This is an optimization exercise on Yosys and OpenROAD, whose aim is small area, a short achievable clock period and few clock cycles per item, not a production implementation. Function was checked by simulation only, so behaviour that the tests miss may differ from the original. No activity file was given, so power comes from the tool's default toggle rates.

[design/flow/design.v]
module pi_ksadd #(parameter W = 16, parameter L = 5) (
    input  wire [W-1:0] a,
    input  wire [W-1:0] b,
    input  wire         ci,
    output wire [W-1:0] s,
    output wire         co
);
    wire [W-1:0] p0 = a ^ b;
    wire [W-1:0] g0 = a & b;
    wire [W-1:0] gg [0:L];
    wire [W-1:0] pp [0:L];
    assign gg[0] = {g0[W-1:1], g0[0] | (p0[0] & ci)};
    assign pp[0] = p0;
    genvar l, i;
    generate
        for (l = 0; l < L; l = l + 1) begin : lev
            for (i = 0; i < W; i = i + 1) begin : bit_
                if (i >= (1 << l)) begin : op
                    assign gg[l+1][i] = gg[l][i] | (pp[l][i] & gg[l][i - (1 << l)]);
                    assign pp[l+1][i] = pp[l][i] & pp[l][i - (1 << l)];
                end else begin : pass
                    assign gg[l+1][i] = gg[l][i];
                    assign pp[l+1][i] = pp[l][i];
                end
            end
        end
    endgenerate
    wire [W-1:0] c = {gg[L][W-2:0], ci};
    assign s  = p0 ^ c;
    assign co = gg[L][W-1];
endmodule
module pi_mul87 (
    input  wire [7:0]  a,
    input  wire [6:0]  b,
    output wire [14:0] y
);
    wire [14:0] o0 = b[0] ? {8'd0, a[6:0]}        : 15'd0;
    wire [14:0] o1 = b[1] ? {7'd0, a[6:0], 1'd0}  : 15'd0;
    wire [14:0] o2 = b[2] ? {6'd0, a[6:0], 2'd0}  : 15'd0;
    wire [14:0] o3 = b[3] ? {5'd0, a[6:0], 3'd0}  : 15'd0;
    wire [14:0] o4 = b[4] ? {4'd0, a[6:0], 4'd0}  : 15'd0;
    wire [14:0] o5 = b[5] ? {3'd0, a[6:0], 5'd0}  : 15'd0;
    wire [14:0] o6 = b[6] ? {2'd0, a[6:0], 6'd0}  : 15'd0;
    wire [14:0] o7 = a[7] ? ~{1'b0, b, 7'd0}      : 15'd0;    
    wire [14:0] s1 = o0 ^ o1 ^ o2;
    wire [14:0] c1 = {(o0[13:0] & o1[13:0]) | (o0[13:0] & o2[13:0]) | (o1[13:0] & o2[13:0]), 1'b0};
    wire [14:0] s2 = o3 ^ o4 ^ o5;
    wire [14:0] c2 = {(o3[13:0] & o4[13:0]) | (o3[13:0] & o5[13:0]) | (o4[13:0] & o5[13:0]), 1'b0};
    wire [14:0] s3 = s1 ^ c1 ^ s2;
    wire [14:0] c3 = {(s1[13:0] & c1[13:0]) | (s1[13:0] & s2[13:0]) | (c1[13:0] & s2[13:0]), 1'b0};
    wire [14:0] s4 = c2 ^ o6 ^ o7;
    wire [14:0] c4 = {(c2[13:0] & o6[13:0]) | (c2[13:0] & o7[13:0]) | (o6[13:0] & o7[13:0]), 1'b0};
    wire [14:0] s5 = s3 ^ c3 ^ s4;
    wire [14:0] c5 = {(s3[13:0] & c3[13:0]) | (s3[13:0] & s4[13:0]) | (c3[13:0] & s4[13:0]), 1'b0};
    wire [14:0] s6 = s5 ^ c5 ^ c4;
    wire [14:0] c6 = {(s5[13:0] & c5[13:0]) | (s5[13:0] & c4[13:0]) | (c5[13:0] & c4[13:0]), 1'b0};
    wire        co;
    pi_ksadd #(15, 4) u_y (.a(s6), .b(c6), .ci(a[7]), .s(y), .co(co));
endmodule
module paula_interp (
    input  wire        clk,
    input  wire        rst,
    input  wire        start,
    output wire        ready,
    output reg         done,
    input  wire [1:0]  mode,
    input  wire [31:0] cur,
    input  wire [31:0] last0,
    input  wire [27:0] vol,
    input  wire [63:0] per,
    input  wire [63:0] evt,
    input  wire [27:0] sevt,
    input  wire [7:0]  adk,
    output reg  [15:0] left,
    output reg  [15:0] right
);
    localparam M_NEAREST = 2'd0;
    localparam M_LINEAR  = 2'd1;
    localparam M_CRUX    = 2'd2;
    localparam M_ANTI    = 2'd3;
    localparam V_ZERO = 2'd0;
    localparam V_PV   = 2'd1;
    localparam V_SV   = 2'd2;
    localparam V_DIV  = 2'd3;
    localparam P_IDLE  = 3'd0;
    localparam P_MUL   = 3'd1;
    localparam P_ROWS  = 3'd2;
    localparam P_CATCH = 3'd3;
    localparam P_TAIL  = 3'd4;
    reg        cv;
    reg [1:0]  c_mode;
    reg [31:0] c_cur, c_last;
    reg [27:0] c_vol;
    reg [63:0] c_per, c_evt;
    reg [27:0] c_sevt;
    reg [7:0]  c_adk;
    reg        ready_r;
    assign ready = ready_r;
    always @(posedge clk) begin
        if (ready_r) begin
            c_mode <= mode;
            c_cur  <= cur;
            c_last <= last0;
            c_vol  <= vol;
            c_per  <= per;
            c_evt  <= evt;
            c_sevt <= sevt;
            c_adk  <= adk;
        end
    end
    wire eng_free  = (phase == P_IDLE) || (phase == P_TAIL);
    wire eng_free1 = (phase == P_IDLE) || (cnt <= 5'd2);
    wire load      = cv && eng_free;
    reg [2:0]  phase;
    reg [4:0]  cnt;         
    reg [3:0]  mc;          
    reg [3:0]  rc;          
    reg [1:0]  w_mode;
    reg        mlast;       
    wire [3:0] mcm1 = mc - 4'd1;
    reg        done1;
    wire [29:0] s3 = {2'b00, c_sevt} + {1'b0, c_sevt, 1'b0};
    wire        s_big = |c_sevt[27:16];      
    reg  zero_in;           
    wire [3:0] div_c, ldiv_c, lt1_c, lt2_c, e16_c, e12_c;
    wire [15:0] v_c [0:3];
    wire [3:0]  f_c;        
    wire [3:0]  n_c;        
    wire any_div = |div_c;
    wire need24  = |(ldiv_c & ~lt2_c);
    wire need16  = |(ldiv_c & ~lt1_c);
    wire big16   = |(div_c & e16_c);
    wire big12   = |(div_c & e12_c);
    wire [3:0] lin_rc = need24 ? 4'd12 : need16 ? 4'd8 : 4'd4;
    wire [3:0] mul_m  = big16 ? 4'd8 : big12 ? 4'd6 : 4'd4;
    reg  [4:0] n_occ;
    always @(*) begin
        if (c_mode == M_LINEAR)
            n_occ = (|ldiv_c) ? {1'b0, lin_rc} + 5'd1 : 5'd1;
        else if (!any_div || c_mode == M_NEAREST)
            n_occ = 5'd1;
        else case (c_mode)
            M_LINEAR: n_occ = {1'b0, lin_rc} + 5'd1;
            M_CRUX:   n_occ = 5'd7;
            default:  n_occ = {1'b0, mul_m} + 5'd9;
        endcase
    end
    genvar c;
    generate
        for (c = 0; c < 4; c = c + 1) begin : ch
            wire signed [7:0] s  = c_cur[8*c +: 8];
            wire signed [7:0] p  = c_last[8*c +: 8];
            wire        [6:0] vl = c_vol[7*c +: 7];
            wire       [15:0] pr = c_per[16*c +: 16];
            wire       [15:0] ev = c_evt[16*c +: 16];
            wire            mute = c_adk[c] | c_adk[c + 4];
            wire signed [14:0] pv_n;
            pi_mul87 u_pv (.a(p), .b(vl), .y(pv_n));
            wire signed [8:0]  sp   = s - p;
            wire               dn_n = sp[8];           
            wire signed [14:0] sv_n;
            pi_mul87 u_sv (.a(s), .b(vl), .y(sv_n));
            wire               zmd  = (vl == 7'd0) || (s == p);
            wire [16:0] e;
            wire        e_co;
            pi_ksadd #(17, 5) u_e (.a({1'b0, pr}), .b({1'b1, ~ev}), .ci(1'b1), .s(e), .co(e_co));
            wire lt1 = !e[16] && (e[15:0] != 16'd0);           
            wire e_le0 = !lt1;
            wire [18:0] a1 = {3'b000, pr};
            wire [18:0] b1 = {3'b111, ~ev};
            wire [18:0] c1 = {3'b111, ~c_sevt[15:0]};
            wire [18:0] x1 = a1 ^ b1 ^ c1;
            wire [18:0] y1 = {(a1[17:0] & b1[17:0]) | (a1[17:0] & c1[17:0]) | (b1[17:0] & c1[17:0]), 1'b0};
            wire [18:0] t1;
            wire        t1c;
            pi_ksadd #(19, 5) u_t1 (.a(x1), .b(y1 | 19'd1), .ci(1'b1), .s(t1), .co(t1c));
            wire e_geS = !s_big && !t1[18];
            wire [19:0] a2 = {4'b0000, pr};
            wire [19:0] b2 = {4'b1111, ~ev};
            wire [19:0] c2 = {4'b1111, ~c_sevt[15:0]};
            wire [19:0] f2 = {3'b111, ~c_sevt[15:0], 1'b1};
            wire [19:0] x2 = a2 ^ b2 ^ c2;
            wire [19:0] y2 = {(a2[18:0] & b2[18:0]) | (a2[18:0] & c2[18:0]) | (b2[18:0] & c2[18:0]), 1'b1};
            wire [19:0] x3 = x2 ^ y2 ^ f2;
            wire [19:0] y3 = {(x2[18:0] & y2[18:0]) | (x2[18:0] & f2[18:0]) | (y2[18:0] & f2[18:0]), 1'b0};
            wire [19:0] t2;
            wire        t2c;
            pi_ksadd #(20, 5) u_t2 (.a(x3), .b(y3 | 20'd1), .ci(1'b1), .s(t2), .co(t2c));
            wire r1_geI = !s_big && !t2[19];
            wire ev_ltS = s_big || (ev < c_sevt[15:0]);
            reg [1:0] vs_n;
            always @(*) begin
                case (c_mode)
                    M_NEAREST: vs_n = V_SV;
                    M_LINEAR:  vs_n = V_DIV;
                    M_CRUX:    vs_n = (ev_ltS || r1_geI) ? V_SV : e_le0 ? V_PV : V_DIV;
                    default:   vs_n = e_le0 ? V_PV : e_geS ? V_SV : V_DIV;
                endcase
                if (vs_n == V_DIV && zmd)
                    vs_n = V_PV;
                if (mute)
                    vs_n = V_ZERO;
            end
            assign div_c[c] = (vs_n == V_DIV);
            assign ldiv_c[c] = !mute && !zmd;
            assign lt1_c[c] = lt1;
            assign lt2_c[c] = (pr[15:8] != 8'd0) || (ev[15:8] < pr[7:0]);
            assign e16_c[c] = |e[15:12];
            assign e12_c[c] = |e[11:8];
            reg [44:0] p_n;
            always @(*) begin
                case (c_mode)
                    M_LINEAR: p_n = need24 ? {29'd0, ev} :
                                    need16 ? {21'd0, ev, 8'd0} :
                                             {13'd0, ev, 16'd0};
                    M_CRUX:   p_n = {12'd0, e, 16'd0};
                    default:  p_n = {29'd0, e[15:0]};
                endcase
            end
            wire [28:0] dv_n = (c_mode == M_LINEAR) ? {13'd0, pr} :
                               (c_mode == M_CRUX)   ? s3[28:0] : {1'b0, c_sevt};
            reg signed [14:0] pv;
            reg        [13:0] md;
            reg        [28:0] dvn;      
            reg        [44:0] P;
            reg        [29:0] acc;
            reg        [1:0]  chk;      
            reg               t_lin, t_crux, t_anti, t_sv, t_zero, t_neg;
            reg signed [14:0] sv;
            reg               dneg;
            wire [29:0] t = {P[43:16], P[15:14] & {2{~zero_in}}};
            wire [29:0] t1s, t2s, t3s;
            wire        g1, g2;
            pi_ksadd #(30, 5) u_s1 (.a(t), .b({1'b1, dvn}),        .ci(1'b1), .s(t1s), .co(g1));
            pi_ksadd #(30, 5) u_s2 (.a(t), .b({dvn, 1'b1}),        .ci(1'b1), .s(t2s), .co(g2));
            wire [29:0] m1 = {1'b1, dvn};
            wire [29:0] m2 = {dvn, 1'b1};
            wire [29:0] k3 = t ^ m1 ^ m2;
            wire [29:0] j3 = {(t[28:0] & m1[28:0]) | (t[28:0] & m2[28:0]) | (m1[28:0] & m2[28:0]), 1'b1};
            wire        h3;
            pi_ksadd #(30, 5) u_s3 (.a(k3), .b(j3), .ci(1'b1), .s(t3s), .co(h3));
            wire        g3 = h3 & ((t[29] & m1[29]) | (t[29] & m2[29]) | (m1[29] & m2[29]));
            wire [1:0]  qrow = g3 ? 2'd3 : g2 ? 2'd2 : g1 ? 2'd1 : 2'd0;
            wire [28:0] rn   = g3 ? t3s[28:0] : g2 ? t2s[28:0] : g1 ? t1s[28:0] : t[28:0];
            wire [44:0] prow = {rn, P[13:0], qrow};
            wire [14:0] mdiff = dneg ? (pv - sv) : (sv - pv);
            always @(posedge clk)
                md <= mdiff[13:0];
            wire [29:0] o0  = {acc[27:0], 2'b00};
            wire [29:0] o1  = chk[1] ? {15'd0, md, 1'b0} : 30'd0;
            wire [29:0] o2  = chk[0] ? {16'd0, md} : 30'd0;
            wire [29:0] sx  = o0 ^ o1 ^ o2;
            wire [29:0] cy  = {(o0[28:0] & o1[28:0]) | (o0[28:0] & o2[28:0]) | (o1[28:0] & o2[28:0]), 1'b0};
            wire [29:0] acc_n;
            wire        acc_co;
            pi_ksadd #(30, 5) u_acc (.a(sx), .b(cy), .ci(1'b0), .s(acc_n), .co(acc_co));
            always @(posedge clk) begin
                if (load) begin
                    pv    <= pv_n;
                    sv    <= sv_n;
                    dneg  <= dn_n;
                    dvn   <= ~dv_n;
                    P     <= p_n;
                    acc   <= 30'd0;
                    chk   <= 2'b00;    
                    t_lin  <= (vs_n == V_DIV) && (c_mode == M_LINEAR);
                    t_crux <= (vs_n == V_DIV) && (c_mode == M_CRUX);
                    t_anti <= (vs_n == V_DIV) && (c_mode == M_ANTI);
                    t_sv   <= (vs_n == V_SV);
                    t_zero <= (vs_n == V_ZERO);
                    t_neg  <= dn_n && (vs_n == V_DIV);
                end else begin
                    acc   <= acc_n;
                    if (phase == P_MUL)
                        chk <= P[2*mcm1[2:0] +: 2];
                    else if (phase == P_ROWS && zero_in)
                        chk <= qrow;
                    else
                        chk <= 2'b00;
                    if (mlast)
                        P <= {13'd0, acc_n, 2'b00};
                    else if (phase == P_ROWS)
                        P <= prow;
                end
            end
            wire        nz = |P[44:16];
            reg  [27:0] ta0, ta1, ta2;
            always @(*) begin
                ta0 = 28'd0;
                ta1 = 28'd0;
                ta2 = 28'd0;
                ta0 = ({28{t_lin}}  & {acc[21:0], 6'd0})
                    | ({28{t_crux}} & {acc[25:0], 2'd0})
                    | ({28{t_anti}} & {2'd0, P[13:0], 12'd0});
                ta1 = ({28{t_lin  & chk[1]}} & {9'd0, md, 5'd0})
                    | ({28{t_crux & chk[1]}} & {13'd0, md, 1'b0});
                ta2 = ({28{t_lin  & chk[0]}} & {10'd0, md, 4'd0})
                    | ({28{t_crux & chk[0]}} & {14'd0, md});
            end
            wire        neg = t_neg;
            wire [27:0] mk  = {28{neg}};
            wire [14:0] base = t_sv ? sv : pv;
            wire [27:0] u0  = {base[14], base, 12'd0};
            wire [27:0] u1  = ta0 ^ mk;
            wire [27:0] u2  = ta1 ^ mk;
            wire [27:0] u3  = ta2 ^ mk;
            wire [27:0] ts1  = u0 ^ u1 ^ u2;
            wire [27:0] tc1  = {(u0[26:0] & u1[26:0]) | (u0[26:0] & u2[26:0]) | (u1[26:0] & u2[26:0]), neg};
            wire [27:0] ts2  = ts1 ^ tc1 ^ u3;
            wire [27:0] tc2  = {(ts1[26:0] & tc1[26:0]) | (ts1[26:0] & u3[26:0]) | (tc1[26:0] & u3[26:0]), neg};
            wire [27:0] U;
            wire        uco;
            pi_ksadd #(28, 5) u_u (.a(ts2), .b(tc2), .ci(neg), .s(U), .co(uco));
            reg  [15:0] vr;
            reg         fr, fn;
            always @(posedge clk) begin
                vr <= t_zero ? 16'd0 : U[27:12];
                fr <= t_anti && nz;
                fn <= t_neg;
            end
            assign v_c[c] = vr;
            assign f_c[c] = fr;
            assign n_c[c] = fn;
        end
    endgenerate
    always @(posedge clk) begin
        if (load) begin
            mlast   <= 1'b0;
            zero_in <= (c_mode == M_CRUX) || (lin_rc == 4'd4);
        end else begin
            mlast   <= (phase == P_MUL) && (mc == 4'd1);
            zero_in <= (w_mode == M_CRUX) ||
                       ((w_mode == M_LINEAR) && (phase == P_ROWS) && (rc <= 4'd5));
        end
    end
    wire [15:0] k_c [0:3];
    genvar k;
    generate
        for (k = 0; k < 4; k = k + 1) begin : corr
            wire pos = !v_c[k][15] && (v_c[k] != 16'd0);
            assign k_c[k] = !f_c[k] ? 16'd0 :
                            n_c[k] ? (pos ? 16'hFFFF : 16'd0) :
                                     (v_c[k][15] ? 16'd1 : 16'd0);
        end
    endgenerate
    wire [15:0] l_n = v_c[0] + v_c[3] + k_c[0] + k_c[3];
    wire [15:0] r_n = v_c[1] + v_c[2] + k_c[1] + k_c[2];
    always @(posedge clk) begin
        left  <= l_n;
        right <= r_n;
        if (rst) begin
            cv      <= 1'b0;
            ready_r <= 1'b1;
            done1   <= 1'b0;
            done    <= 1'b0;
            phase   <= P_IDLE;
            cnt     <= 5'd0;
        end else begin
            cv      <= ready_r ? start : (cv && !eng_free);
            done1   <= (phase == P_TAIL);
            done    <= done1;
            if (load)
                ready_r <= !(start && ready_r) || (n_occ == 5'd1);
            else if (cv)
                ready_r <= eng_free1;
            else
                ready_r <= !(start && ready_r) || eng_free1;
            if (cnt != 5'd0)
                cnt <= cnt - 5'd1;
            if (load) begin
                w_mode <= c_mode;
                cnt    <= n_occ;
                mc     <= big16 ? 4'd8 : big12 ? 4'd6 : 4'd4;
                rc     <= (c_mode == M_CRUX) ? 4'd6 : lin_rc;
                if (!any_div || c_mode == M_NEAREST)
                    phase <= P_TAIL;
                else if (c_mode == M_ANTI)
                    phase <= P_MUL;
                else
                    phase <= P_ROWS;
            end else begin
                case (phase)
                    P_MUL: begin
                        mc <= mcm1;
                        if (mc == 4'd0) begin
                            phase <= P_ROWS;
                            rc    <= 4'd7;
                        end
                    end
                    P_ROWS: begin
                        rc <= rc - 4'd1;
                        if (rc == 4'd1)
                            phase <= P_TAIL;
                    end
                    default: phase <= P_IDLE;
                endcase
            end
        end
    end
endmodule
[design/flow/run.sh]
#!/bin/bash
# synth_recipe.tcl (not shown) runs the flow's synth.tcl, then flattens the netlist and writes it again
# the make line also repeats each setting of config.mk as NAME=value (left out here)
make -C /OpenROAD-flow-scripts/flow DESIGN_CONFIG=/design/flow/config.mk WORK_HOME=/design/flow/orfs CLKGATE_MAP_FILE= SYNTH_SCRIPT=/design/flow/synth_recipe.tcl finish
[design/flow/config.mk]
export PLATFORM = sky130hd
export DESIGN_NAME = paula_interp
export DESIGN_NICKNAME = paula_interp
export VERILOG_FILES = /design/flow/design.v
export SDC_FILE = /design/flow/constraint.sdc
export NUM_CORES = 4
export LEC_CHECK = 0
export CAP_MARGIN = 20
export CORE_MARGIN = 2
export CORE_UTILIZATION = 40
export SLEW_MARGIN = 20
[design/flow/constraint.sdc]
create_clock -name core_clock -period 22.0 [get_ports {clk}]
set_input_delay 4.4000 -clock core_clock [delete_from_list [all_inputs] [get_ports {clk}]]
set_output_delay 4.4000 -clock core_clock [all_outputs]
set_load 0.01 [all_outputs]
==> results.yml, run 1 <==
outcome:
  status: "complete, no violations"
worst_setup_path:
  cp-start-kind: "flip-flop"
  cp-end-kind: "flip-flop"
  critPathKind: "reg2reg"
  required_ps: 22620
  crit_fanout: 8
  cp.arrival_ps: 7560
global_route:
  antenna_found_initial: 38
  track_usage: 0.2785
  grt_max_degree: 130
  grt_pass1_vias: 88686
  grt_pass1_wl_um: 572300
  grt_overflow: 0
sta:
  fmax_ghz: 0.1441
  whs_ps: 463.3
  report.final.slew_viol_count: 0
  relSlewSlack: 0.1650
  setup_viol: 0
  worstMarginPinSlew_ps: 1248
  worst_slack_ps: 15060
  hold_viol_final: 0
  period_minus_slack_ps: 6942
  finalSetupTns_ps: 0
  rsz0062_at_grt: "no"
  skew_ps: 61.91
  finalCritPeriodShare: 0.3155
cells_and_area:
  utilization: 0.4457
  area_growth_pct: 10.61
  fin_area_sq_um: 118500
  multi_input_area_sq_um: 75740
  fin_nets: 13970
  ff_latch_area_sq_um: 26100
  drive_gt1_frac: 0.04424
  stdcell_count: 15253
  fillCellCount: 25505
floorplanning:
  boundaryPins: 295
  die_w_um: 521.4
  row_count: 189
  die-height_um: 521.4
  core_area_sq_um: 265800
  dieArea_sq_um: 271900
  initial_utilization: 0.4029
clock_tree:
  cts_tree: "built"
  numCtsBuffers: 117
  root_buffer: "clkbuf_16"
  cts_resized: 0
  clkLatencyLatePin_ps: 830
  clk_path_buf_depth: 3
  path_clk_slew_ps: 60
  hold_buffers: 0
  htreeDepth: 3
  postCtsSetupBuffers: 0
  cts.sinks: 967
run:
  maxCapViolCount: 0
yosys:
  yosys_warnings: 7
  post-synth-top-area-fraction: 0.1887
  postSynth.asyncResetShare: 0
  synth_cells: 11397
  synth.avg_cell_area_sq_um: 9.397
  synth_ff_type: "edfxtp_1"
  yosys.cell_count.top_type: "ha_1"
  yosys.area.top_type: "edfxtp_1"
  synth_area_sq_um: 107100
  synth_seq_cells: 967
  synth_enable_flop_cells: 673
  ys_top_cells_by_area: "edfxtp_1 19%, ha_1 16%, fa_1 14%, xnor2_1 5.8%, dfxtp_1 5.5%"
  ys_types: 112
  synth-seq-area-share: 0.2437
  ys_top_cells_by_count: "1362 x ha_1, 1078 x inv_1, 785 x nor2_1, 741 x fa_1, 713 x xnor2_1"
  syn-num-nets: 13761
power_and_ir_drop:
  power_switching_mw: 8.010
  seqPwrFrac: 0.209
  finalPower_mw: 16.50
  p_clk_frac: 0.125
  power_leakage_nw: 51.23
  p_int_mw: 8.487
  swShare: 0.4855
  combPwrFrac: 0.666
  irDropWorstVdd_uv: 123.1
  powerDensity_nw_per_um2: 139.3
place:
  dp.cells: 15018
  dpl.hpwl_um: 303200
  io_buffers: 294
  gp_congestion: 1.012
  placed_area_sq_um: 114400
  dp_slack_ps: 15430
routing:
  drc: 0
  dr.pass1.iters: 10
  vias: 89282
  routed_wl_um: 384600
  drtAntennaViolNets: 0
  drt_iter0_drc: 8356
  avgViaCountPerCell: 5.853
  post_drt_wl_per_cell_um: 25.22
hold_path:
  hold_path.class: "reg2reg"
power by group through the flow:
stage / Clock (mW) / Combinational [mW] / Sequential [mW]
finish: 2.07 / 11.0 / 3.44
floorplan: 0 / 7.99 / 3.12
CTS: 2.10 / 10.9 / 3.43
global route: 2.16 / 12.2 / 3.49
global placement: 0 / 10.6 / 3.46
detailed placement: 0 / 10.8 / 3.46
state kept, by name, indices dropped and copies added (netlist names), 16 cells and up:
name    count
c_last     32
right      16
ch.P      180
left       16
ch.md      56
c_cur      32
ch.acc    112
ch.sv      60
c_per      64
c_sevt     28
ch.dvn     77
c_vol      28
c_evt      64
ch.pv      60
ch.vr      64
routing by layer:
| metal | vias up | share of wire | global-route usage | wire (um) |
|---|---|---|---|---|
| met1 | 43818 | 0.40 | 0.3509 | 154600 |
| met4 | 26 | 0.071 | 0.1713 | 27340 |
| met5 | - | 0.00040 | 0 | 152 |
| met2 | 3617 | 0.45 | 0.4448 | 173700 |
| li1 | 40909 | - | - | - |
| met3 | 912 | 0.075 | 0.04815 | 28850 |
area by class of cell:
| class | instances | area share |
|---|---|---|
| timing repair buffer | 443 | 0.03461 |
| clock buffer | 146 | 0.02725 |
| antenna | 11 | 0.0002324 |
| tap | 3533 | 0.03732 |
| multi-input combinational | 8997 | 0.6394 |
| sequential | 967 | 0.2204 |
| clock inverter | 76 | 0.006591 |
| inverter | 1080 | 0.03428 |
final timing paths:
path / startpoint / to / slack [ps] / cells after the start
worst max-delay path: c_sevt[9] / mc[1] / 15060 / 18
worst min-delay path: done1 / done / 460 / 1
worst max register to register: c_sevt[9] / mc[1] / 15060 / 18
worst min register to register: done1 / done / 460 / 1
layout by cell type, fill, tap and decap left out, drive strengths merged, types with 37 or more instances in the layout:
cell type and count:
nor2b 114, a211oi 147, a21o 243, ha 1362, clkbuf 146, clkinv 42
a31oi 73, nand2 694, nor2 787, edfxtp 673, inv 1093, a22oi 64
and3 69, nand3 183, o211ai 90, o21a 175, o21ai 620, a221oi 62
a221o 46, xor2 221, o21bai 73, o22ai 60, buf 149, a222oi 60
nand4 65, xnor2 713, dfxtp 294, and2 475, nor4 78, nor3 237
clkdlybuf4s50 294, fa 741, a22o 44, or3 63, mux2i 136, nand2b 115
o31ai 37, a21oi 643
kinds of logic (layout without fill, tap and decap cells):
| family | after synthesis | in the layout | synth area share |
|---|---|---|---|
| AOI/OAI and AO/OA | 2759 | 2759 | 0.1723 |
| xor gates and xnor gates | 934 | 934 | 0.07638 |
| adders and majority gates | 2130 | 2130 | 0.3001 |
| buffers and inverters | 1433 | 1745 | 0.05069 |
| DFF | 967 | 967 | 0.2437 |
| muxes | 188 | 188 | 0.01986 |
| other | 0 | 11 | 0 |
| and+or+nand+nor | 2986 | 2986 | 0.1370 |
critical path: stages (launching register included):
cell	delay, ps
edfxtp_1	860
inv_1	540
buf_4	340
fa_1	540
fa_1	460
ha_1	230
a2111oi_0	300
o21ai_0	140
a22oi_1	490
o31ai_1	220
a31oi_1	230
and3_1	200
a21oi_1	110
o31ai_1	140
a32o_1	1000
a221oi_1	290
buf_2	270
or3_1	320
o21ai_0	80
Testbench counts, summed over its fixed seeds: cycles 10,674, items 2,400.
==> inputs of run 2 (changes only) <==
--- a/design/flow/design.v
+++ b/design/flow/design.v
@@ -93,6 +93,8 @@
     reg [27:0] c_vol;
     reg [63:0] c_per, c_evt;
     reg [27:0] c_sevt;
+    reg [15:0] c_nsevt;     
+    reg        c_sbig;      
     reg [7:0]  c_adk;
     reg        ready_r;
     assign ready = ready_r;
@@ -105,6 +107,8 @@
             c_per  <= per;
             c_evt  <= evt;
             c_sevt <= sevt;
+            c_nsevt <= ~sevt[15:0];
+            c_sbig <= |sevt[27:16];
             c_adk  <= adk;
         end
     end
@@ -120,19 +124,23 @@
     wire [3:0] mcm1 = mc - 4'd1;
     reg        done1;
     wire [29:0] s3 = {2'b00, c_sevt} + {1'b0, c_sevt, 1'b0};
-    wire        s_big = |c_sevt[27:16];      
+    wire        s_big = c_sbig;
     reg  zero_in;           
-    wire [3:0] div_c, ldiv_c, lt1_c, lt2_c, e16_c, e12_c;
+    wire [3:0] div_c, ldiv_c, lt1_c, lt2_c;
     wire [15:0] v_c [0:3];
     wire [3:0]  f_c;        
     wire [3:0]  n_c;        
     wire any_div = |div_c;
     wire need24  = |(ldiv_c & ~lt2_c);
     wire need16  = |(ldiv_c & ~lt1_c);
-    wire big16   = |(div_c & e16_c);
-    wire big12   = |(div_c & e12_c);
     wire [3:0] lin_rc = need24 ? 4'd12 : need16 ? 4'd8 : 4'd4;
-    wire [3:0] mul_m  = big16 ? 4'd8 : big12 ? 4'd6 : 4'd4;
+    wire [3:0] an_c, e16_c2, e12_c2;
+    wire big16_r = |(an_c & e16_c2);
+    wire big12_r = |(an_c & e12_c2);
+    wire [3:0] mul_m  = big16_r ? 4'd8 : big12_r ? 4'd6 : 4'd4;
+    wire       mfirst = (mc == 4'd15);
+    wire [3:0] mfm1   = mul_m - 4'd1;
+    wire [2:0] cidx   = mfirst ? mfm1[2:0] : mcm1[2:0];    
     reg  [4:0] n_occ;
     always @(*) begin
         if (c_mode == M_LINEAR)
@@ -142,7 +150,7 @@
         else case (c_mode)
             M_LINEAR: n_occ = {1'b0, lin_rc} + 5'd1;
             M_CRUX:   n_occ = 5'd7;
-            default:  n_occ = {1'b0, mul_m} + 5'd9;
+            default:  n_occ = 5'd31;      
         endcase
     end
     genvar c;
@@ -168,7 +176,7 @@
             wire e_le0 = !lt1;
             wire [18:0] a1 = {3'b000, pr};
             wire [18:0] b1 = {3'b111, ~ev};
-            wire [18:0] c1 = {3'b111, ~c_sevt[15:0]};
+            wire [18:0] c1 = {3'b111, c_nsevt};
             wire [18:0] x1 = a1 ^ b1 ^ c1;
             wire [18:0] y1 = {(a1[17:0] & b1[17:0]) | (a1[17:0] & c1[17:0]) | (b1[17:0] & c1[17:0]), 1'b0};
             wire [18:0] t1;
@@ -177,8 +185,8 @@
             wire e_geS = !s_big && !t1[18];
             wire [19:0] a2 = {4'b0000, pr};
             wire [19:0] b2 = {4'b1111, ~ev};
-            wire [19:0] c2 = {4'b1111, ~c_sevt[15:0]};
-            wire [19:0] f2 = {3'b111, ~c_sevt[15:0], 1'b1};
+            wire [19:0] c2 = {4'b1111, c_nsevt};
+            wire [19:0] f2 = {3'b111, c_nsevt, 1'b1};
             wire [19:0] x2 = a2 ^ b2 ^ c2;
             wire [19:0] y2 = {(a2[18:0] & b2[18:0]) | (a2[18:0] & c2[18:0]) | (b2[18:0] & c2[18:0]), 1'b1};
             wire [19:0] x3 = x2 ^ y2 ^ f2;
@@ -187,7 +195,10 @@
             wire        t2c;
             pi_ksadd #(20, 5) u_t2 (.a(x3), .b(y3 | 20'd1), .ci(1'b1), .s(t2), .co(t2c));
             wire r1_geI = !s_big && !t2[19];
-            wire ev_ltS = s_big || (ev < c_sevt[15:0]);
+            wire [15:0] evs;
+            wire        ev_geS16;
+            pi_ksadd #(16, 4) u_evs (.a(ev), .b(c_nsevt), .ci(1'b1), .s(evs), .co(ev_geS16));
+            wire ev_ltS = s_big || !ev_geS16;
             reg [1:0] vs_n;
             always @(*) begin
                 case (c_mode)
@@ -205,8 +216,6 @@
             assign ldiv_c[c] = !mute && !zmd;
             assign lt1_c[c] = lt1;
             assign lt2_c[c] = (pr[15:8] != 8'd0) || (ev[15:8] < pr[7:0]);
-            assign e16_c[c] = |e[15:12];
-            assign e12_c[c] = |e[11:8];
             reg [44:0] p_n;
             always @(*) begin
                 case (c_mode)
@@ -228,6 +237,9 @@
             reg               t_lin, t_crux, t_anti, t_sv, t_zero, t_neg;
             reg signed [14:0] sv;
             reg               dneg;
+            assign an_c[c]   = t_anti;
+            assign e16_c2[c] = |P[15:12];
+            assign e12_c2[c] = |P[11:8];
             wire [29:0] t = {P[43:16], P[15:14] & {2{~zero_in}}};
             wire [29:0] t1s, t2s, t3s;
             wire        g1, g2;
@@ -272,7 +284,7 @@
                 end else begin
                     acc   <= acc_n;
                     if (phase == P_MUL)
-                        chk <= P[2*mcm1[2:0] +: 2];
+                        chk <= P[2*cidx +: 2];
                     else if (phase == P_ROWS && zero_in)
                         chk <= qrow;
                     else
@@ -370,7 +382,7 @@
             if (load) begin
                 w_mode <= c_mode;
                 cnt    <= n_occ;
-                mc     <= big16 ? 4'd8 : big12 ? 4'd6 : 4'd4;
+                mc     <= 4'd15;
                 rc     <= (c_mode == M_CRUX) ? 4'd6 : lin_rc;
                 if (!any_div || c_mode == M_NEAREST)
                     phase <= P_TAIL;
@@ -381,7 +393,9 @@
             end else begin
                 case (phase)
                     P_MUL: begin
-                        mc <= mcm1;
+                        mc <= mfirst ? mul_m - 4'd1 : mcm1;
+                        if (mfirst)
+                            cnt <= {1'b0, mul_m} + 5'd8;
                         if (mc == 4'd0) begin
                             phase <= P_ROWS;
                             rc    <= 4'd7;
==> run 2 against run 1 <==
  * Critical endpoint is now ready
  * Wire length grew 3.7%
  * Hold slack better by 74 ps
  * Critical path depth is 17 lower
  * Highest routed layer unchanged
  * Maximum frequency increased by 2.5%
  * Sequential power fell by 6.7%
  * Synthesized area rose by 0.62%
  * Non-clock buffer count rose by 23
  * Clock skew fell by 3.6 ps
  * Largest cell class unchanged
==> results.yml, run 2 <==
floorplanning:
  initial_utilization: 0.4022
  die_w_um: 523.1
  boundaryPins: 295
  row_count: 190
  die-height_um: 523.1
  dieArea_sq_um: 273600
  core_area_sq_um: 267900
worst_setup_path:
  crit_path_end: "ready"
  critPathSlowestCell: "dfxtp_4"
  ff2ff_path_depth: 14
  cp_top_family: "flip-flops"
  worstPathCellList: "clkdlybuf4s50_1"
  cp-startpoint: "ready_r"
  r2r_end: "ch[1].P[0]"
  reg2reg_from: "c_last[23]"
  cp.depth: 1
  cp_slowest_stage_delay_ps: 770
  critPathKind: "reg2out"
  worst-path-buf-inv: 1
  required_ps: 17600
  cp-end-kind: "output port"
  cp-start-kind: "flip-flop"
  crit_fanout: 34
  cp.arrival_ps: 2370
  reg2reg_slack_ps: 15600
sta:
  setup_viol: 0
  hold_viol_final: 0
  worst_slack_ps: 15230
  rsz0062_at_grt: "no"
  finalSetupTns_ps: 0
  fmax_ghz: 0.1477
  relSlewSlack: 0.1689
  finalCritPeriodShare: 0.3078
  period_minus_slack_ps: 6771
  report.final.slew_viol_count: 0
  worstMarginPinSlew_ps: 1234
  skew_ps: 58.35
hold_path:
  whs_path_depth: 1
  hold_path.class: "reg2reg"
yosys:
  ys_top_cells_by_count: "1352 x ha_1, 1192 x inv_1, 761 x nand2_1, 741 x fa_1, 740 x nor2_1"
  post-synth-top-area-fraction: 0.1923
  synth-seq-area-share: 0.2469
  postSynth.asyncResetShare: 0
  synth_cells: 11573
  ys_types: 97
  synth_seq_cells: 984
  synth_enable_flop_cells: 690
  yosys.cell_count.top_type: "ha_1"
  ys_top_cells_by_area: "edfxtp_1 19%, ha_1 16%, fa_1 14%, xnor2_1 5.5%, dfxtp_1 5.5%"
  yosys_warnings: 8
  synth.avg_cell_area_sq_um: 9.312
  yosys.area.top_type: "edfxtp_1"
  synth_ff_type: "edfxtp_1"
  synth_area_sq_um: 107800
  syn-num-nets: 13927
power_and_ir_drop:
  power_leakage_nw: 52.48
  irDropWorstVdd_uv: 67.71
  powerDensity_nw_per_um2: 120.3
clock_tree:
  clkLatencyLatePin_ps: 870
  cts_resized: 0
  htreeDepth: 4
  hold_buffers: 0
  numCtsBuffers: 136
  postCtsSetupBuffers: 0
  root_buffer: "clkbuf_16"
  cts_tree: "built"
  path_clk_slew_ps: 60
  clk_path_buf_depth: 4
  cts.sinks: 984
run:
  maxCapViolCount: 0
cells_and_area:
  reg_top3: "ch.P (180), ch.acc (112), ch.dvn (77)"
  area_growth_pct: 11.29
  layout_common_cells: "1352 x ha_1, 1190 x inv_1, 759 x nand2_1"
  drive_gt1_frac: 0.04433
  largest_register_ff_count: 180
  top_register: "ch.P"
  final_common_cell: "ha_1"
  fin_nets: 14180
routing:
  post_drt_wl_per_cell_um: 25.70
  drc: 0
  avgViaCountPerCell: 5.851
  vias: 90819
  routed_wl_um: 398900
  drt_iter0_drc: 9140
  dr.pass1.iters: 8
  drtAntennaViolNets: 0
outcome:
  status: "complete, no violations"
global_route:
  grt_pass1_wl_um: 588600
  grt_pass1_vias: 90221
  grt_overflow: 0
  grt_max_degree: 121
  antenna_found_initial: 51
  track_usage: 0.2872
place:
  io_buffers: 294
  dp_slack_ps: 15650
  dpl.hpwl_um: 313700
  gp_congestion: 1.057
[run 2: routing by layer]
metal  GRT usage  wire [um]  vias up  share of wire
met5           0        215        -        0.00054
met4      0.1751      28170       32          0.071
met3     0.06389      35090      974          0.088
met2      0.4367     172200     3949           0.43
met1      0.3716     163200    44488           0.41
li1            -          -    41376              -
[run 2: per-stage QoR]
| stage | instance area, sq um | instances | util | power [mW] | hold slack [ps] |
|---|---|---|---|---|---|
| floorplan | 107800 | 11573 | - | 9.320 | 413.8 |
| detailed placement | 115300 | 15236 | 0.4302 | 11.90 | 515.1 |
| global placement | 115200 | 15233 | 0.4301 | 11.75 | 522.3 |
| global route | 119900 | 15502 | 0.4475 | 15.57 | 557.6 |
| finish | 119900 | 15521 | 0.4477 | 14.43 | 536.9 |
| CTS | 119800 | 15481 | 0.4472 | 14.34 | 534.5 |
[run 2: power by group]
group	internal, mW	total [mW]	leakage [nW]	switching, mW
Sequential	2.61	3.21	9.21	0.602
Combinational	3.68	8.88	41.0	5.20
Clock	1.38	2.34	2.23	0.959
[run 2: area by class of cell]
cell class / instances / area, sq um
antenna: 36 / 90.09
clock buffer: 172 / 3720
clock inverter: 73 / 820.8
fill: 25591 / 148000
inverter: 1192 / 4482
multi-input combinational: 9046 / 75530
sequential: 984 / 26620
tap: 3552 / 4444
timing repair buffer: 466 / 4233
[run 2: cell families after synthesis]
| logic type | synth area share |
|---|---|
| buf+inv | 0.05392 |
| flops | 0.2469 |
| compound gates | 0.1734 |
| mux | 0.01404 |
| simple gates | 0.1391 |
| fa+ha+maj | 0.2967 |
| xor+xnor | 0.07599 |
[run 2: worst min path at each step]
stage	from	end	slack, ps
final	phase[2]	done1	540
after global routing	phase[2]	done1	560
after CTS	phase[2]	done1	530
after detailed placement	phase[2]	done1	520
after global placement	phase[2]	done1	520
after floorplan	done1	done	410
Testbench counts of run 2, summed over its fixed seeds: cycles 10,674, items 2,400.
==> inputs of run 3 (changes only) <==
--- a/design/flow/design.v
+++ b/design/flow/design.v
@@ -97,7 +97,8 @@
     reg        c_sbig;      
     reg [7:0]  c_adk;
     reg        ready_r;
-    assign ready = ready_r;
+    reg        nready_o;    
+    assign ready = ~nready_o;
     always @(posedge clk) begin
         if (ready_r) begin
             c_mode <= mode;
@@ -363,6 +364,7 @@
         if (rst) begin
             cv      <= 1'b0;
             ready_r <= 1'b1;
+            nready_o <= 1'b0;
             done1   <= 1'b0;
             done    <= 1'b0;
             phase   <= P_IDLE;
@@ -371,12 +373,16 @@
             cv      <= ready_r ? start : (cv && !eng_free);
             done1   <= (phase == P_TAIL);
             done    <= done1;
-            if (load)
+            if (load) begin
                 ready_r <= !(start && ready_r) || (n_occ == 5'd1);
-            else if (cv)
+                nready_o <= (start && ready_r) && (n_occ != 5'd1);
+            end else if (cv) begin
                 ready_r <= eng_free1;
-            else
+                nready_o <= !eng_free1;
+            end else begin
                 ready_r <= !(start && ready_r) || eng_free1;
+                nready_o <= (start && ready_r) && !eng_free1;
+            end
             if (cnt != 5'd0)
                 cnt <= cnt - 5'd1;
             if (load) begin
==> run 3 against run 2 <==
  * Cell area up 1.2%
  * Clock power rose by 2%
  * Power grew 33%
  * Via count is 2.6% higher
  * Wire length up 3.7%
  * Flip-flop and latch count is 1 higher
  * Clock-buffer cell count unchanged
  * Combinational power up 49%
  * First-iteration DRC count grew 15%
  * Maximum frequency is 8.3% higher
  * Global-route usage up 0.43 points
  * Sequential power is 15% higher
  * Critical path type unchanged
  * Largest cell class unchanged
==> results.yml, run 3 <==
outcome:
  status: "complete, no violations"
floorplanning:
  boundaryPins: 295
  dieArea_sq_um: 277100
  die-height_um: 526.4
  die_w_um: 526.4
  row_count: 191
  initial_utilization: 0.4025
  core_area_sq_um: 271200
cells_and_area:
  drive_gt1_frac: 0.04679
  largest_register_ff_count: 180
  top_register: "ch.P"
  layout_common_cells: "1351 x ha_1, 1187 x inv_1, 743 x nand2_1"
  fin_nets: 14346
  fillCellCount: 25754
  multi_input_area_sq_um: 76750
  final_common_cell: "ha_1"
  stdcell_count: 15688
  reg_top3: "ch.P (180), ch.acc (112), ch.dvn (77)"
  area_growth_pct: 11.19
  ff_latch_area_sq_um: 26640
routing:
  avgViaCountPerCell: 5.941
  drt_iter0_drc: 10494
  drc: 0
  drtAntennaViolNets: 0
  routed_wl_um: 413500
  post_drt_wl_per_cell_um: 26.36
  dr.pass1.iters: 9
  vias: 93207
clock_tree:
  path_clk_slew_ps: 60
  root_buffer: "clkbuf_16"
  htreeDepth: 4
  clkLatencyLatePin_ps: 850
  postCtsSetupBuffers: 0
  numCtsBuffers: 141
  clk_path_buf_depth: 4
  cts.sinks: 985
  cts_resized: 0
  cts_tree: "built"
  hold_buffers: 0
worst_setup_path:
  reg2reg_from: "zero_in"
  required_ps: 17600
  cp-end-kind: "output port"
  cp.arrival_ps: 1850
  critPathKind: "reg2out"
  worstPathCellList: "clkdlybuf4s50_1"
  cp-startpoint: "right[14]"
  critPathSlowestCell: "clkdlybuf4s50_1"
  cp-start-kind: "flip-flop"
  cp_top_family: "buffers and inverters"
  crit_fanout: 1
  cp_slowest_stage_delay_ps: 610
  worst-path-buf-inv: 1
power_and_ir_drop:
  power_switching_mw: 9.559
  irDropWorstVdd_uv: 104.5
  p_clk_frac: 0.124
  powerDensity_nw_per_um2: 158.6
  p_int_mw: 9.689
  combPwrFrac: 0.684
  swShare: 0.4966
  power_leakage_nw: 53.42
  seqPwrFrac: 0.192
yosys:
  post-synth-top-area-fraction: 0.1898
  synth_seq_cells: 985
  synth-seq-area-share: 0.2439
  synth_area_sq_um: 109200
  ys_top_cells_by_area: "edfxtp_1 19%, ha_1 15%, fa_1 14%, xnor2_1 5.5%, dfxtp_1 5.4%"
  yosys.cell_count.top_type: "ha_1"
  yosys_warnings: 8
  yosys.area.top_type: "edfxtp_1"
  syn-num-nets: 14107
  postSynth.asyncResetShare: 0
  synth_enable_flop_cells: 690
  ys_types: 105
  synth.avg_cell_area_sq_um: 9.288
  synth_cells: 11753
  ys_top_cells_by_count: "1352 x ha_1, 1188 x inv_1, 745 x nand2_1, 741 x fa_1, 736 x nor2_1"
  synth_ff_type: "edfxtp_1"
sta:
  period_minus_slack_ps: 6249
  finalCritPeriodShare: 0.2841
  report.final.slew_viol_count: 0
  worstMarginPinSlew_ps: 1306
  skew_ps: 57.52
  worst_slack_ps: 15750
  finalSetupTns_ps: 0
  setup_viol: 0
  whs_ps: 489.5
  relSlewSlack: 0.1199
  hold_viol_final: 0
  fmax_ghz: 0.1600
  rsz0062_at_grt: "no"
global_route:
  grt_max_degree: 128
  grt_pass1_wl_um: 605300
  antenna_found_initial: 42
  grt_pass1_vias: 91229
  grt_overflow: 0
  track_usage: 0.2915
place:
  dp.cells: 15419
  dp_slack_ps: 15520
  io_buffers: 294
  dpl.hpwl_um: 328400
  gp_congestion: 1.035
hold_path:
  min_from: "done1"
  hold_path.class: "reg2reg"
run:
  maxCapViolCount: 0
## run 3: logic make-up after synthesis
family | Yosys count | share of synthesized area
AND/OR/NAND/NOR | 3107 | 0.1414
buffers and inverters | 1566 | 0.05462
flip-flops | 985 | 0.2439
adder cells (fa/ha/maj) | 2115 | 0.2929
AO/OA/AOI/OAI | 2847 | 0.1740
multiplexers | 161 | 0.01527
XOR/XNOR | 972 | 0.07798
## run 3: power by group through the flow
stage | combinational (mW) | sequential [mW] | clock (mW)
after floorplan | 9.39 | 3.35 | 0
after global placement | 12.6 | 3.71 | 0
after detailed placement | 12.8 | 3.71 | 0
after CTS | 13.0 | 3.67 | 2.43
after global routing | 14.6 | 3.74 | 2.49
final | 13.2 | 3.70 | 2.39
## run 3: path summary, 6_finish.rpt
check,cells past startpoint,end,slack (ps)
min,1,done,490
max reg2reg,17,ch[2].P[17],15890
max,1,right[14],15750
min reg2reg,1,done,490
## run 3: layout make-up
class | count | area share
Inverter | 1190 | 0.03686
Tap cell | 3570 | 0.03680
Multi-Input combinational cell | 9202 | 0.6323
Sequential cell | 985 | 0.2194
Clock buffer | 172 | 0.03192
Clock inverter | 76 | 0.006917
Antenna cell | 21 | 0.0004329
Timing Repair Buffer | 472 | 0.03534
## run 3: per-stage QoR
step                      power, mW  utilization  instance area, sq um
after floorplan               12.75            -                109200
after global placement        16.34       0.4297                116600
after detailed placement      16.55       0.4299                116600
after CTS                     19.07       0.4473                121300
after global routing          20.80       0.4474                121400
final                         19.25       0.4475                121400
## run 3: routing by layer
metal  global-route usage  part of all wire  wire length (um)
met1               0.3939              0.42            173200
met2               0.4420              0.43            177700
met3              0.06146             0.096             39670
met4               0.1410             0.055             22790
met5                    0           0.00034               142
Testbench counts of run 3, summed over its fixed seeds: cycles 10,674, items 2,400.
==> inputs of run 4 (changes only) <==
--- a/design/flow/config.mk
+++ b/design/flow/config.mk
@@ -7,5 +7,6 @@
 export LEC_CHECK = 0
 export CAP_MARGIN = 20
 export CORE_MARGIN = 2
-export CORE_UTILIZATION = 40
+export CORE_UTILIZATION = 55
+export PLACE_DENSITY = 0.72
 export SLEW_MARGIN = 20
==> run 4 against run 3 <==
  * Largest power group unchanged
  * Via count up 0.41%
  * Sequential power barely moved
  * Wire length decreased by 3.0%
==> results.yml, run 4 <==
place:
  io_buffers: 294
  placed_area_sq_um: 115400
  dp_slack_ps: 15720
  dpl.hpwl_um: 315800
  gp_congestion: 1.115
global_route:
  grt_pass1_vias: 92226
  grt_overflow: 0
  track_usage: 0.3901
  grt_max_degree: 139
  antenna_found_initial: 50
  grt_pass1_wl_um: 592000
sta:
  hold_viol_final: 0
  report.final.slew_viol_count: 0
  finalSetupTns_ps: 0
  worstMarginPinSlew_ps: 1264
  fmax_ghz: 0.1541
  skew_ps: 51.86
  finalCritPeriodShare: 0.2951
  worst_slack_ps: 15510
  rsz0062_at_grt: "no"
  period_minus_slack_ps: 6491
  relSlewSlack: 0.1486
  setup_viol: 0
cells_and_area:
  reg_top3: "ch.P (180), ch.acc (112), ch.dvn (77)"
  final_common_cell: "ha_1"
  fillCellCount: 16864
  largest_register_ff_count: 180
  drive_gt1_frac: 0.04499
  top_register: "ch.P"
  fin_nets: 14324
  utilization: 0.6083
  area_growth_pct: 9.886
  layout_common_cells: "1350 x ha_1, 1186 x inv_1, 743 x nand2_1"
  fin_area_sq_um: 120000
yosys:
  synth_area_sq_um: 109200
  postSynth.asyncResetShare: 0
  syn-num-nets: 14107
  synth_cells: 11753
  yosys.area.top_type: "edfxtp_1"
  synth_enable_flop_cells: 690
  ys_top_cells_by_count: "1352 x ha_1, 1188 x inv_1, 745 x nand2_1, 741 x fa_1, 736 x nor2_1"
  synth-seq-area-share: 0.2439
  ys_top_cells_by_area: "edfxtp_1 19%, ha_1 15%, fa_1 14%, xnor2_1 5.5%, dfxtp_1 5.4%"
  yosys.cell_count.top_type: "ha_1"
  synth_seq_cells: 985
  post-synth-top-area-fraction: 0.1898
  synth_ff_type: "edfxtp_1"
  ys_types: 105
  yosys_warnings: 8
  synth.avg_cell_area_sq_um: 9.288
clock_tree:
  numCtsBuffers: 130
  cts_tree: "built"
  clkLatencyLatePin_ps: 830
  cts.sinks: 985
  path_clk_slew_ps: 70
  clk_path_buf_depth: 3
  postCtsSetupBuffers: 0
  hold_buffers: 0
  root_buffer: "clkbuf_16"
  cts_resized: 0
  htreeDepth: 4
routing:
  post_drt_wl_per_cell_um: 27.18
  routed_wl_um: 401100
  drtAntennaViolNets: 0
  drc: 0
  drt_iter0_drc: 10629
  avgViaCountPerCell: 6.343
  dr.pass1.iters: 14
  vias: 93592
worst_setup_path:
  reg2reg_from: "zero_in"
  crit_fanout: 25
  cp-end-kind: "flip-flop"
  crit_path_end: "ch[1].P[18]"
  r2r_end: "ch[1].P[18]"
  cp_slowest_stage_delay_ps: 870
  cp-startpoint: "zero_in"
  critPathKind: "reg2reg"
  cp.depth: 16
  cp_top_family: "compound AO/OA/AOI/OAI gates"
  cp-start-kind: "flip-flop"
  cp.arrival_ps: 7030
  critPathSlowestCell: "a2111oi_0"
  reg2reg_slack_ps: 15510
  worst-path-buf-inv: 2
  worstPathCellList: "clkinv_1, nand2_1, fa_1, ha_1, nor2b_1, o221ai_1, a21oi_1, a311oi_1, a2111oi_0, o2111ai_1, a31oi_1, a21o_1, buf_4, nor2_1, a221oi_1, o221ai_1"
  cpMostUsedCell: "o221ai_1"
  ff2ff_path_depth: 16
  required_ps: 22540
floorplanning:
  boundaryPins: 295
  initial_utilization: 0.5535
  die-height_um: 449.5
  row_count: 163
  core_area_sq_um: 197200
  dieArea_sq_um: 202100
  die_w_um: 449.5
power_and_ir_drop:
  power_leakage_nw: 53.22
  finalPower_mw: 19.23
  irDropWorstVdd_uv: 136.9
  powerDensity_nw_per_um2: 160.3
run:
  maxCapViolCount: 0
outcome:
  status: "complete, no violations"
hold_path:
  hold_path.class: "reg2reg"
==> run 4: cell count changes in the layout (fill, tap and decap cells not counted), moves of 3 or more <==
cell | before | now
o41ai_2 | 2 | 5
diode_2 | 21 | 46
clkinv_4 | 15 | 3
clkbuf_1 | 17 | 25
o41ai_1 | 20 | 17
clkinv_1 | 13 | 9
clkbuf_16 | 149 | 138
buf_4 | 176 | 162
==> run 4: per-layer routing <==
layer,track usage,wire length [um],vias up
li1,-,-,42057
met5,0,214,-
met1,0.5088,159300,45833
met3,0.09965,42250,1066
met4,0.2334,28150,30
met2,0.5826,171200,4606
==> run 4: how the worst min path moves through the flow <==
stage / startpoint / to / slack, ps / depth (start not counted)
floorplan: done1 / done / 410 / 1
global placement: done1 / done / 430 / 1
detailed placement: done1 / done / 430 / 1
CTS: done1 / done / 440 / 1
global route: done1 / done / 460 / 1
finish: done1 / done / 440 / 1
==> run 4: area by class of cell <==
| class | instances | area [sq um] | area share |
|---|---|---|---|
| antenna | 46 | 115.1 | 0.0009596 |
| clock buffer | 170 | 3643 | 0.03037 |
| clock inverter | 62 | 762.0 | 0.006352 |
| inverter | 1190 | 4474 | 0.03730 |
| multi-input combinational | 9202 | 76790 | 0.6402 |
| sequential | 985 | 26640 | 0.2220 |
| tap | 2640 | 3303 | 0.02754 |
| timing repair buffer | 461 | 4230 | 0.03526 |
==> run 4: metrics by stage <==
step                cells  hold WS [ps]
CTS                 14708         442.5
global route        14723         458.5
detailed placement  14476         429.5
finish              14756         436.9
global placement    14475         434.5
floorplan           11753         413.8
==> run 4: cell families (layout without fill, tap and decap cells) <==
family | count (synthesis) | count (layout) | synth area share
AND/OR/NAND/NOR | 3107 | 3107 | 0.1414
AO/OA/AOI/OAI | 2847 | 2847 | 0.1740
adder cells (fa/ha/maj) | 2115 | 2115 | 0.2929
buffers and inverters | 1566 | 1883 | 0.05462
flip-flops | 985 | 985 | 0.2439
XOR/XNOR | 972 | 972 | 0.07798
multiplexers | 161 | 161 | 0.01527
other | 0 | 46 | 0
==> run 4: power breakdown <==
| group | leakage [nW] | internal, mW | switching (mW) |
|---|---|---|---|
| clock | 2.14 | 1.35 | 0.930 |
| combinational | 41.9 | 5.46 | 7.78 |
| sequential | 9.21 | 2.87 | 0.854 |
| total | 53.2 | 9.67 | 9.56 |

## port drivers added, routing unchanged
The flow's constraints put no driver on any port. The routed layouts listed below were extracted and timed again, unchanged, in two steps.
Step 1, drivers: a clkbuf_16 drives clk and a buf_2 each remaining input, both assumed.
Step 2 times the ports against the registers' clock, not the clock port: input delays grow and output delays shrink by t, the midpoint of the rising clock arrivals with the driver on.
a / b / c = no drivers / after step 1 / after step 2; a / b = the first two.
| run | shift t [ns] | setup WS [ns] | worst hold slack (ns) | worst setup path after step 2 | cell pins on the clock port's net |
|---|---|---|---|---|---|
| run 1 | 0.891 | 15.058 / 15.058 / 15.058 | 0.463 / 0.463 / 0.463 | register to register | 1 |
| run 2 | 0.948 | 15.229 / 15.123 / 15.599 | 0.537 / 0.537 / 0.537 | register to register | 1 |
| run 3 | 0.928 | 15.751 / 15.648 / 15.518 | 0.490 / 0.490 / 0.490 | input to register | 1 |
| run 4 | 0.901 | 15.509 / 15.509 / 15.509 | 0.437 / 0.437 / 0.437 | register to register | 1 |
After both steps every run listed still meets setup and hold. For run 3, which loses most, drivers alone change the setup slack by -0.103 ns; drivers and shift together by -0.233 ns.
